What follows belongs to an exercise in optimizing a design on an open flow for small area, a short achievable clock period and few clock cycles per item; a production flow would make more cautious choices.
Only simulation tests tie the RTL to the original design; equivalence was not proved.
Power figures rest on the tool's default switching activity, not on a simulated workload.

File: design/flow/config.mk
export PLATFORM = sky130hd
export DESIGN_NAME = cptv_decoder
export DESIGN_NICKNAME = cptv_decoder
export VERILOG_FILES = /design/flow/design.v
export SDC_FILE = /design/flow/constraint.sdc
export NUM_CORES = 4
export LEC_CHECK = 0
export CAP_MARGIN = 20
export CORE_MARGIN = 2
export CORE_UTILIZATION = 40
export SLEW_MARGIN = 20
File: design/flow/constraint.sdc
create_clock -name core_clock -period 7.0 [get_ports {clk}]
set_input_delay 1.4000 -clock core_clock [delete_from_list [all_inputs] [get_ports {clk}]]
set_output_delay 1.4000 -clock core_clock [all_outputs]
set_load 0.01 [all_outputs]
File: design/flow/design.v
module cptv_decoder (
    input  wire        clk,
    input  wire        rst,           
    input  wire        cmd_valid,
    output wire        cmd_ready,
    input  wire [4:0]  cmd_width,     
    input  wire [15:0] cmd_count,     
    input  wire        cmd_hist,      
    output reg         cmd_err,       
    input  wire        in_valid,
    output wire        in_ready,
    input  wire [31:0] in_data,
    input  wire        h_valid,
    output wire        h_ready,
    input  wire [15:0] h_data,
    output reg         out_valid,
    input  wire        out_ready,
    output reg  [15:0] out_data,
    output reg         out_last
);
    reg        busy;
    reg [4:0]  width;
    reg        hist;
    reg [15:0] samples_left;
    reg [15:0] words_left;
    reg [15:0] acc;           
    reg [47:0] buf_q;
    reg [5:0]  nbits;
    assign cmd_ready = !busy;
    wire cmd_fire = cmd_valid && cmd_ready;
    wire cmd_ok   = (cmd_width >= 5'd1) && (cmd_width <= 5'd16) &&
                    (cmd_count != 16'd0);
    wire [20:0] frame_bits  = cmd_count * cmd_width;
    wire [15:0] frame_words = (frame_bits + 21'd31) >> 5;
    wire slot_free = !out_valid || out_ready;
    wire can_emit  = busy && (samples_left != 16'd0) &&
                     (nbits >= {1'b0, width}) && slot_free;
    wire emit      = can_emit && (!hist || h_valid);
    assign h_ready = can_emit && hist;
    wire [15:0] code     = buf_q[47:32] >> (5'd16 - width);
    wire [15:0] sign_ext = ~16'd0 << width;
    wire [15:0] residual = code[width - 5'd1] ? (code | sign_ext) : code;
    wire [15:0] acc_next = acc + residual;
    wire [15:0] base     = hist ? h_data : 16'd0;
    wire [15:0] sample   = base + acc_next;
    wire [5:0] used   = emit ? {1'b0, width} : 6'd0;
    wire [5:0] remain = nbits - used;
    assign in_ready = busy && (words_left != 16'd0) && (nbits <= 6'd16);
    wire load = in_valid && in_ready;
    wire [47:0] kept     = buf_q << used;
    wire [47:0] incoming = {in_data, 16'd0} >> remain;
    wire [47:0] buf_next = load ? (kept | incoming) : kept;
    wire [5:0]  nbits_next = load ? remain + 6'd32 : remain;
    always @(posedge clk) begin
        if (rst) begin
            busy         <= 1'b0;
            width        <= 5'd0;
            hist         <= 1'b0;
            samples_left <= 16'd0;
            words_left   <= 16'd0;
            acc          <= 16'd0;
            buf_q        <= 48'd0;
            nbits        <= 6'd0;
            cmd_err      <= 1'b0;
            out_valid    <= 1'b0;
            out_data     <= 16'd0;
            out_last     <= 1'b0;
        end else begin
            cmd_err <= 1'b0;
            if (out_valid && out_ready)
                out_valid <= 1'b0;
            if (cmd_fire) begin
                if (cmd_ok) begin
                    busy         <= 1'b1;
                    width        <= cmd_width;
                    hist         <= cmd_hist;
                    samples_left <= cmd_count;
                    words_left   <= frame_words;
                    acc          <= 16'd0;
                    buf_q        <= 48'd0;
                    nbits        <= 6'd0;
                end else begin
                    cmd_err <= 1'b1;
                end
            end else if (busy) begin
                buf_q <= buf_next;
                nbits <= nbits_next;
                if (load)
                    words_left <= words_left - 16'd1;
                if (emit) begin
                    acc          <= acc_next;
                    samples_left <= samples_left - 16'd1;
                    out_valid    <= 1'b1;
                    out_data     <= sample;
                    out_last     <= (samples_left == 16'd1);
                    if (samples_left == 16'd1)
                        busy <= 1'b0;
                end
            end
        end
    end
endmodule
File: design/flow/run.sh
#!/bin/bash
# synth_recipe.tcl (not shown) runs the flow's synth.tcl, then flattens the netlist and writes it again
# the make line also repeats each setting of config.mk as NAME=value (left out here)
make -C /OpenROAD-flow-scripts/flow DESIGN_CONFIG=/design/flow/config.mk WORK_HOME=/design/flow/orfs CLKGATE_MAP_FILE= SYNTH_SCRIPT=/design/flow/synth_recipe.tcl finish
==> impl_metrics.ini <==
[status]
status = complete, no violations

[synth]
async_reset_ff_share_pct = 0
ys_warn_count = 1
synth_edf_count = 0
synth.distinct_cells = 82
syn_area_per_cell_sq_um = 7.435
syn-num-nets = 2277
synthesis.instances = 2068
ys_seq_area_share_pct = 16.67
syn_area_sq_mm = 0.01537
ys_seq_elements = 128
synthFlopType = dfxtp_1

[sta]
slew_viol_final = 0
grt_setup_unrepaired = false
post-route-period-util_pct = 94.81
finalHoldViolCount = 0
skew_ns = 0.01965
timing.final.crit_period_ns = 6.637
slew_headroom_pct = 30.19
setup_viol = 0
fin_ws_ns = 0.3632
fmax_ghz = 0.1507
finalSetupTns_ns = 0
fin_hold_ws_ns = 0.4495
worst_pin_slew_ns = 1.036

[global_routing]
grt_max_degree = 85
grt_pass1_wl_mm = 87.49
busiest_layer = met2
grt_pass1_vias = 15310
grt_use_total_pct = 28.18
grtUsageMet2_pct = 45.23
grt.overflow.total = 0
grt.met1_usage_pct = 38.58
met3_usage_pct = 4.419
grt_antenna_before_repair = 0

[worst_setup_path]
cpLargestDelayFamily = compound AO/OA/AOI/OAI gates
critPathCaptureType = register
crit_buf_inv = 3
arrival_ns = 6.99
cpPeakStageDelay_ns = 0.40
start_kind = register
critPathMostFrequentCell = a21oi_1
critPathKind = reg -> reg
critPathMaxFanout = 7
worstPathRequired_ns = 7.35
cp_slowest_cell = xnor3_1

[floorplanning]
rows = 71
die_w_um = 200.1
core_area_sq_mm = 0.03776
die_y_um = 200.1
initial_utilization_pct = 40.72
io_pins = 98
dieArea_sq_mm = 0.04002

[layout]
layout-drive-gt1-share_pct = 9.991
final_nets = 2328
area_growth_pct = 16.06
finish.utilization_pct = 47.26
diodes = 0
layout.cells.most_common = nand2_1
most-common-layout-cells = nand2_1 (315), a21oi_1 (190), nor2_1 (149)

[place]
post-place-ws_ns = -0.03554
dpl.hpwl_mm = 41.99
place_congestion = 0.9780
io_buffer_count = 97

[power_and_ir_drop]
power_frac_clock_pct = 31.0
finalPower_mw = 3.250
peakVddDrop_mv = 0.1222
swShare_pct = 39.69
p_int_mw = 1.960
p_leak_nw = 7.605
power_density_mw_per_mm2 = 182.1
combPwrFrac_pct = 43.6
total_switching_power_mw = 1.290
pwr-share-seq_pct = 25.4

[cts]
clockBufferDepth = 2
clk_pin_slew_ns = 0.06
hold_buffers = 0
cts_sinks = 128
cts_tree = built
htreeDepth = 4
clkLatencyLatePin_ns = 0.45
cts_made_buffers = 17
root_buffer = clkbuf_16

[drt]
drt-pass1-iter-count = 8
drt_iter0_drc = 1508
drc = 0
wirelength_mm = 55.58
dr_total_vias = 16080
drt-vias-per-instance = 6.085
postRouteAntennaNets = 0
wl_per_cell_um = 21.03

[worst_hold_path]
hold_path.class = reg -> reg

[flow_run]
cap_violations = 0
worst reg2reg max path: cells and delay by family, from the launching register on:
family	cells	cell delay, ns
flip-flops	1	0.34
multiplexers	3	0.65
XOR/XNOR	2	0.55
adder cells (fa/ha/maj)	4	1.15
AO/OA/AOI/OAI	15	2.43
buffers and inverters	3	0.40
AND/OR/NAND/NOR	7	1.01
path summary, 6_finish.rpt:
kind                start           end  slack [ns]  depth (start not counted)
max              width[0]  out_data[15]        0.36                         34
min reg2reg  out_data[12]  out_data[12]        0.45                          2
max reg2reg      width[0]  out_data[15]        0.36                         34
min          out_data[12]  out_data[12]        0.45                          2
cells by family after synthesis:
| group | share of synthesized area, % |
|---|---|
| mux | 14.66 |
| compound gates | 24.96 |
| simple gates | 22.01 |
| flops | 16.67 |
| buf+inv | 5.990 |
| fa+ha+maj | 13.17 |
| xor+xnor | 2.539 |
power groups by stage:
stage | registers [mW] | clock network [mW] | logic (mW)
2_1_floorplan | 0.825 | 0 | 0.987
4_1_cts | 0.824 | 1.02 | 1.39
3_5_place_dp | 0.841 | 0 | 1.38
5_1_grt | 0.832 | 1.05 | 1.57
3_3_place_gp | 0.839 | 0 | 1.37
6_report | 0.826 | 1.01 | 1.42
through the flow:
step | area (sq um) | std cells
detailed placement | 17110 | 2607
finish | 17840 | 2643
global route | 17840 | 2643
floorplan | 15420 | 2068
CTS | 17760 | 2639
global placement | 17110 | 2607
per-layer routing:
metal,share of wire [%],up-vias
met5,0,-
met4,2.7,0
met3,7.1,98
met2,45,641
met1,45,7711
li1,-,7633
flip-flops by register name, summed over array words and instances (netlist names), 5 cells and up:
signal,flops
buf_q,48
acc,16
out_data,16
samples_left,16
words_left,16
nbits,6
width,5
cell type report:
cell class | count | area [sq um]
clock buffer | 20 | 456.7
clock inverter | 12 | 181.4
fill | 3837 | 19910
inverter | 85 | 319.1
multi-input combinational | 1706 | 12070
sequential | 128 | 2564
tap | 511 | 639.4
timing repair buffer | 181 | 1619
Yosys cell counts (32+ instances only):
cell type,n,area [sq um]
nor2_1,152,570.6
nand3_1,61,305.3
fa_1,48,960.9
nor3_1,66,330.3
a22oi_1,53,397.9
a211oi_1,38,285.3
clkbuf_1,110,412.9
ha_1,85,1064
dfxtp_1,128,2562
and2_1,56,350.3
o22ai_1,32,200.2
nand2_1,315,1182
o21ai_0,105,525.5
a21oi_1,191,955.9
inv_1,81,304.0
mux2i_1,142,1421
what timing repair did:
item,in CTS,in global routing
setup endpoints to repair,1,1
pin swaps,0,7
endpoints found under the hold margin,0,0
resized for setup,3,13
buffers inserted,0,4
Testbench counts, summed over its fixed seeds: cycles 270,237, samples 246,004.

[port drivers added, routing unchanged]
The results above use ideal ports. As a check the final layout listed here was re-extracted and re-timed, cells and wires unchanged.
Step 1 (the two cells are an assumption about what drives the block):
set clk [get_ports {clk}]
set_driving_cell -lib_cell sky130_fd_sc_hd__clkbuf_16 $clk
set_driving_cell -lib_cell sky130_fd_sc_hd__buf_2 [delete_from_list [all_inputs] $clk]
Step 2 also shifts input and output timing later by t, the mid clock arrival at the registers, as if the neighbouring blocks saw the same clock.
a / b / c = no drivers / after step 1 / after step 2; a / b = the first two.
t (ns): 0.493
slack for setup (ns): 0.363 / 0.363 / 0.363
worst hold slack (ns): 0.450 / 0.450 / 0.450
latest minus earliest clock arrival (ns): 0.019 / 0.020
worst slew at a driven data input, ns: 0.06
After both steps setup and hold are still met in this run. For this run, drivers alone change the setup slack by 0.000 ns; drivers and shift together by 0.000 ns.
